Source: an optimization exercise on an open RTL-to-GDS flow (aim: small area). Production flows keep margins and buffers that such runs may drop.
In this exercise RTL edits were held to simulation tests only and were not proved equivalent to the original.
No activity file was given, so power comes from the tool's default toggle rates.

==> flow/design.v <==
module mac2rk_tfm (
    input  wire        clk,
    input  wire        rst,             
    input  wire        cmd_valid,
    input  wire [1:0]  cmd,
    output wire        cmd_ready,
    input  wire        cfg_fmt,         
    input  wire [31:0] cfg_src_len,
    input  wire [31:0] cfg_load_addr,
    input  wire [31:0] cfg_baud,
    input  wire [7:0]  src_data,
    output wire        src_pop,
    input  wire        tick,
    output reg  [1:0]  sample_sym,
    output reg  [2:0]  state,
    output reg         ill,
    output wire [3:0]  err_code,
    output reg  [16:0] frame_len,
    output reg  [14:0] half_bit
);
    localparam [2:0] S_IDLE = 3'd0, S_READY = 3'd1, S_PLAYING = 3'd2,
                     S_FINISHED = 3'd3, S_ERROR = 3'd4, S_BUSY = 3'd5;
    localparam [1:0] C_NOP = 2'd0, C_BUILD = 2'd1, C_START = 2'd2, C_STOP = 2'd3;
    localparam [1:0] SYM_ZERO = 2'd0, SYM_POS = 2'd1, SYM_NEG = 2'd2;
    localparam [7:0]  SYNC = 8'hE6;
    localparam [15:0] DIVIDEND = 16'd24000;    
    reg  [2:0]  err_q;                          
    assign err_code = {1'b0, err_q};
    reg         fmt_q;
    reg  [15:0] a_q;         
    reg  [7:0]  e_q;         
    wire        busy = state[2] & state[0];    
    reg  [16:0] pos;         
    reg  [2:0]  bit_pos;
    reg         phase;
    reg  [14:0] hb_cnt;      
    reg         in_pay;
    reg         in_trl;      
    reg         c_lo;        
    reg         c_hi;        
    assign cmd_ready = ~busy;
    wire playing  = (state == S_PLAYING);
    wire cmd_go   = cmd_valid & ~busy;
    wire [17:0] pc;                  
    wire [16:0] pos_inc;
    assign pc[0] = 1'b1;
    wire [15:0] hc;                  
    wire [14:0] hb_dec;
    assign hc[0] = 1'b1;
    genvar gi;
    generate
        for (gi = 0; gi < 17; gi = gi + 1) begin : g_inc
            assign pos_inc[gi] = pos[gi] ^ pc[gi];
            assign pc[gi+1]    = pos[gi] & pc[gi];
        end
        for (gi = 0; gi < 15; gi = gi + 1) begin : g_dec
            assign hb_dec[gi] = hb_cnt[gi] ^ hc[gi];
            assign hc[gi+1]   = ~hb_cnt[gi] & hc[gi];
        end
    endgenerate
    wire [2:0] k      = pos[2:0];
    wire       k_a    = ~k[2] & (k[1] ^ k[0]);                   
    wire       k_e    = (~k[2] & k[1] & k[0]) | (k[2] & ~k[1] & ~k[0]);  
    wire       pre    = ~in_pay & ~in_trl;
    wire       sp     = in_trl | (pre & pos[8]);                  
    wire       k_sync = in_trl ? (~fmt_q | (k == 3'd7)) : (k == 3'd0);
    wire       k_aa   = in_trl ? (~k[2] & ~k[1]) : k_a;
    wire       sp_bit = k_sync ? SYNC[bit_pos] :
                        k_aa ? a_q[15] : k_e ? pos[16] : 1'b0;
    wire       cur_bit = in_pay ? src_data[bit_pos] : (sp & sp_bit);
    wire        hb_end   = (hb_cnt == 15'd1);
    wire        bit_end  = hb_end & ~phase;
    wire        byte_end = bit_end & (bit_pos == 3'd0);
    wire        adv      = tick & playing;
    wire        at_len   = (&pos[16:9]) & ~pos[8] & (&pos[7:4]) &
                           (fmt_q ? (pos[3:0] == 4'b0100)
                                  : (pos[3:0] == 4'b1110));
    assign src_pop = adv & byte_end & in_pay;
    wire       sb    = src_data[~bit_pos];
    wire       sb_hi = sb & ~at_len;            
    wire       lo_s  = a_q[0] ^ sb ^ c_lo;
    wire       lo_c  = (a_q[0] & sb) | (a_q[0] & c_lo) | (sb & c_lo);
    wire       hi_s  = a_q[8] ^ sb_hi ^ c_hi;
    wire       hi_c  = (a_q[8] & sb_hi) | (a_q[8] & c_hi) | (sb_hi & c_hi);
    wire pad_end  = pre & ~fmt_q & ~pos[8] & (pos[7:0] == 8'hFF);
    wire hdr_end  = pre & fmt_q & pos[8] & (k == 3'd4);
    wire sync_end = in_trl & ~fmt_q;
    wire frame_done = in_trl ? (fmt_q & (k == 3'd1)) : (in_pay & ~fmt_q & at_len);
    wire [3:0] i     = pos[3:0];
    wire       last  = (i == 4'd15);
    wire       n_i   = frame_len[0];
    wire       a_i   = a_q[0];
    wire       ins_b = (src_data != SYNC);
    wire       k_i   = (i == 4'd0) ? (~cfg_fmt & ins_b) :
                       (i == 4'd1 || i == 4'd3) ? cfg_fmt : (i == 4'd8);
    wire       l_s   = n_i ^ k_i ^ c_lo;
    wire       l_c   = (n_i & k_i) | (n_i & c_lo) | (k_i & c_lo);
    wire       d_i   = n_i ^ in_trl;            
    wire       d_bw  = in_trl & ~n_i;
    wire       e_s   = a_i ^ d_i ^ c_hi;
    wire       e_c   = (a_i & d_i) | (a_i & c_hi) | (d_i & c_hi);
    wire n_big   = (|cfg_src_len[31:17]) | (cfg_src_len[16] & (|cfg_src_len[15:0]));
    wire n_zero  = ~(|cfg_src_len);
    wire a_bad   = (|cfg_load_addr[31:16]) | e_c;
    wire [14:0] quot = {half_bit[13:0], div_q};
    wire b_bad   = (|cfg_baud[31:15]) | ~(|quot) | (quot[14] & quot[13]);
    wire [2:0] build_err = n_big ? 3'd2 : n_zero ? 3'd1 :
                           (cfg_fmt & a_bad) ? 3'd3 : b_bad ? 3'd4 : 3'd0;
    wire build_ok = (build_err == 3'd0);
    wire [15:0] div_x = {hb_cnt, DIVIDEND[~i]};
    wire [14:0] div_b = cfg_baud[14:0];
    wire [16:0] dw;                  
    wire [15:0] div_d;
    assign dw[0] = 1'b0;
    generate
        for (gi = 0; gi < 16; gi = gi + 1) begin : g_div
            wire yb = (gi < 15) ? div_b[gi] : 1'b0;
            assign div_d[gi] = div_x[gi] ^ yb ^ dw[gi];
            assign dw[gi+1]  = (~div_x[gi] & yb) | (~(div_x[gi] ^ yb) & dw[gi]);
        end
    endgenerate
    wire        div_q = ~dw[16];
    wire [14:0] div_r = div_q ? div_d[14:0] : div_x[14:0];
    always @(posedge clk) begin
        if (rst) begin
            state      <= S_IDLE;
            ill        <= 1'b0;
            err_q      <= 3'd0;
            frame_len  <= 17'd0;
            half_bit   <= 15'd0;
            sample_sym <= SYM_ZERO;
        end else begin
            if (busy) begin
                pos[8:0]       <= pos_inc[8:0];
                pos[16:9]      <= {e_s, pos[16:10]};
                hb_cnt         <= div_r;
                half_bit       <= {half_bit[13:0], div_q};
                frame_len[15:0] <= {l_s, frame_len[15:1]};
                a_q            <= {a_i, a_q[15:1]};
                e_q            <= {pos[9], e_q[7:1]};
                c_lo           <= l_c;
                c_hi           <= e_c;
                in_trl         <= d_bw;
                if (last) begin
                    fmt_q          <= cfg_fmt;
                    frame_len[16]  <= cfg_src_len[16] | l_c;
                    if (!build_ok) begin
                        state     <= S_ERROR;
                        err_q     <= build_err;
                        frame_len <= 17'd0;
                        half_bit  <= 15'd0;
                    end else begin
                        state     <= S_READY;
                        err_q     <= 3'd0;
                    end
                end
            end
            if (tick) begin
                if (!playing) begin
                    sample_sym <= SYM_ZERO;
                end else begin
                    sample_sym <= (cur_bit ^ phase) ? SYM_POS : SYM_NEG;
                    if (hb_end) begin
                        hb_cnt <= half_bit;
                        phase  <= ~phase;
                        if (bit_end) begin
                            bit_pos <= bit_pos - 3'd1;
                            if (in_pay) begin
                                a_q[7:0]  <= {lo_s, a_q[7:1]};
                                a_q[15:8] <= {hi_s, a_q[15:9]};
                                c_lo      <= lo_c;
                                c_hi      <= hi_c;
                            end else if (sp & k_aa) begin
                                a_q <= {a_q[14:0], 1'b0};
                            end
                            if (bit_pos == 3'd0)
                                pos[8:0] <= pos_inc[8:0];
                            if (sp & ~in_trl & k_e) begin
                                pos[16:9] <= {pos[15:9], e_q[7]};
                                e_q       <= {e_q[6:0], 1'b0};
                            end else if (bit_pos == 3'd0)
                                pos[16:9] <= pos_inc[16:9];
                            if (bit_pos == 3'd0) begin
                                c_lo <= 1'b0;
                                c_hi <= in_pay & lo_c;
                                if (pad_end | hdr_end)
                                    pos <= ~frame_len;
                                if (hdr_end | (pad_end & ~ins_b) | sync_end)
                                    in_pay <= 1'b1;
                                if (pad_end & ins_b)
                                    in_trl <= 1'b1;
                                if (sync_end)
                                    in_trl <= 1'b0;
                                if (in_pay & fmt_q & at_len) begin
                                    in_pay <= 1'b0;
                                    in_trl <= 1'b1;
                                end
                                if (frame_done)
                                    state <= S_FINISHED;
                            end
                        end
                    end else begin
                        hb_cnt <= hb_dec;
                    end
                end
            end
            if (cmd_go) begin
                case (cmd)
                    C_NOP: ;
                    C_BUILD: begin
                        if (playing) begin
                            ill   <= 1'b1;
                            err_q <= 3'd7;
                        end else begin
                            state  <= S_BUSY;
                            frame_len[15:0] <= cfg_src_len[15:0];
                            a_q    <= cfg_load_addr[15:0];
                            pos[8:0] <= 9'd0;
                            hb_cnt <= 15'd0;
                            c_lo   <= 1'b0;
                            c_hi   <= 1'b0;
                            in_trl <= 1'b1;
                        end
                    end
                    C_START: begin
                        if (state != S_READY) begin
                            ill   <= 1'b1;
                            err_q <= 3'd7;
                        end else begin
                            state   <= S_PLAYING;
                            pos[8:0] <= 9'd0;
                            bit_pos <= 3'd7;
                            phase   <= 1'b1;
                            hb_cnt  <= half_bit;
                            in_pay  <= 1'b0;
                            in_trl  <= 1'b0;
                        end
                    end
                    C_STOP: begin
                        state     <= S_IDLE;
                        ill       <= 1'b0;
                        err_q     <= 3'd0;
                        frame_len <= 17'd0;
                        half_bit  <= 15'd0;
                    end
                endcase
            end
        end
    end
endmodule
export LEC_CHECK = 0
export CAP_MARGIN = 20
export CORE_MARGIN = 2
export CORE_UTILIZATION = 65
export GPL_TIMING_DRIVEN = 0
export SLEW_MARGIN = 20
create_clock -name core_clock -period 32.0 [get_ports {clk}]
standard.sh (not shown) runs the stock make flow with config.mk's settings and CLKGATE_MAP_FILE= SYNTH_SCRIPT=/design/flow/synth_recipe.tcl, a recipe that flattens the netlist after the stock synthesis.
==> flow/flow/run.sh <==
#!/bin/bash
# The standard layout (standard.sh), with these changes to how it is made:
#  - synthesis is synth_recipe.tcl with an area-oriented ABC mapping script
#    (flow/area_synth.tcl, flow/area.abc; ABC runs with ten random seeds
#    and the smallest mapping is kept), and adders are left to ABC
#    instead of being mapped to full/half-adder cells beforehand
#    (ADDER_MAP_FILE empty); registers are untouched;
#  - port buffers are the smallest buffer (buf_1) instead of the one
#    buffer_ports picks on its own; every port still gets its buffer;
#  - clock tree synthesis uses clkbuf_8 and inserts no dummy loads.
# ORFS's per-step logs stay under orfs/logs; make's output goes to
# make_finish.log in this folder.
set -euo pipefail
here=$(pwd)
export FLOW_WORK="$here"
export AREA_ABC_SCRIPT="$here/flow/area.abc"
export AREA_ABC_SEEDS="1 2 3 4 5 6 7 8 9 10"
export BUFFER_PORTS_ARGS="-buffer_cell sky130_fd_sc_hd__buf_1"
export CTS_ARGS="-sink_clustering_enable -repair_clock_nets -dont_use_dummy_load -buf_list sky130_fd_sc_hd__clkbuf_8 -sink_clustering_size 20 -sink_clustering_max_diameter 60"
sed "s#SYNTH_SCRIPT=[^ ]*#SYNTH_SCRIPT=$here/flow/area_synth.tcl ADDER_MAP_FILE=#" standard.sh > area_standard.sh
grep -q "SYNTH_SCRIPT=$here/flow/area_synth.tcl" area_standard.sh
bash area_standard.sh finish > make_finish.log 2>&1
Other scripts of this flow, unchanged in this note and not shown: flow/flow/area.abc, flow/flow/area_synth.tcl
The baseline finished clean.
Rerun with:
Settings changed: GPL_TIMING_DRIVEN 0 to default.
The changed run produced a clean layout.
Power decreases by 0.68%.
Via count decreases by 1.4%.
Final area drops by 0.52%.
Routed wire length decreases by 2.3%.
Non-clock buffer count stays the same.
Global-route usage shrinks by 0.47 points.
Synthesized cell count stays the same.
Worst hold slack gains 0.0095 ns.
Rerun with:
--- a/flow/flow/run.sh
+++ b/flow/flow/run.sh
@@ -3,3 +3,3 @@
 #  - synthesis is synth_recipe.tcl with an area-oriented ABC mapping script
-#    (flow/area_synth.tcl, flow/area.abc; ABC runs with ten random seeds
+#    (flow/area_synth.tcl, flow/area.abc; ABC runs with five random seeds
 #    and the smallest mapping is kept), and adders are left to ABC
@@ -16,3 +16,3 @@
 export AREA_ABC_SCRIPT="$here/flow/area.abc"
-export AREA_ABC_SEEDS="1 2 3 4 5 6 7 8 9 10"
+export AREA_ABC_SEEDS="1 2 3 4 5"
 export BUFFER_PORTS_ARGS="-buffer_cell sky130_fd_sc_hd__buf_1"
Clock-buffer cell count does not change.
Final area fell slightly.
Sequential share of layout area rose by 0.32 points.
Setup slack is better by 0.81 ns.
Worst hold slack gains 0.0076 ns.
Flip-flop and latch count is unchanged.
Register-to-register slack improves by 0.71 ns.
Global-route usage falls by 1.3 points.
Fmax went up by a few percent.
Routed wire length drops by a few percent.

[separate check: timing with driven ports]
In the flow no input, the clock included, has a driving cell. The finished layouts below were timed again as built, in two steps. Step 1 sets driving cells, clkbuf_16 on the clock port and buf_2 on the other inputs (assumed; they add their load-dependent delay and slew). Step 2 moves the port delays by t, midway between the first and last clock arrival at a register: inputs arrive t later, outputs are due t later. That takes back most of the time a late clock gives input paths. a / b / c = ideal / step 1 / step 2; a / b = the first two.
run | t (ns) | slack for setup (ns) | worst setup path at the end
the first run | 0.397 | 16.479 / 16.450 / 16.450 | input to output
the second run | 0.393 | 16.775 / 16.749 / 16.749 | input to output
the third run | 0.394 | 17.581 / 17.539 / 17.539 | input to output
After both steps every run listed still meets setup and hold. The setup slack of the third run, which loses most, moves by -0.042 ns with the drivers and by -0.042 ns with both steps.
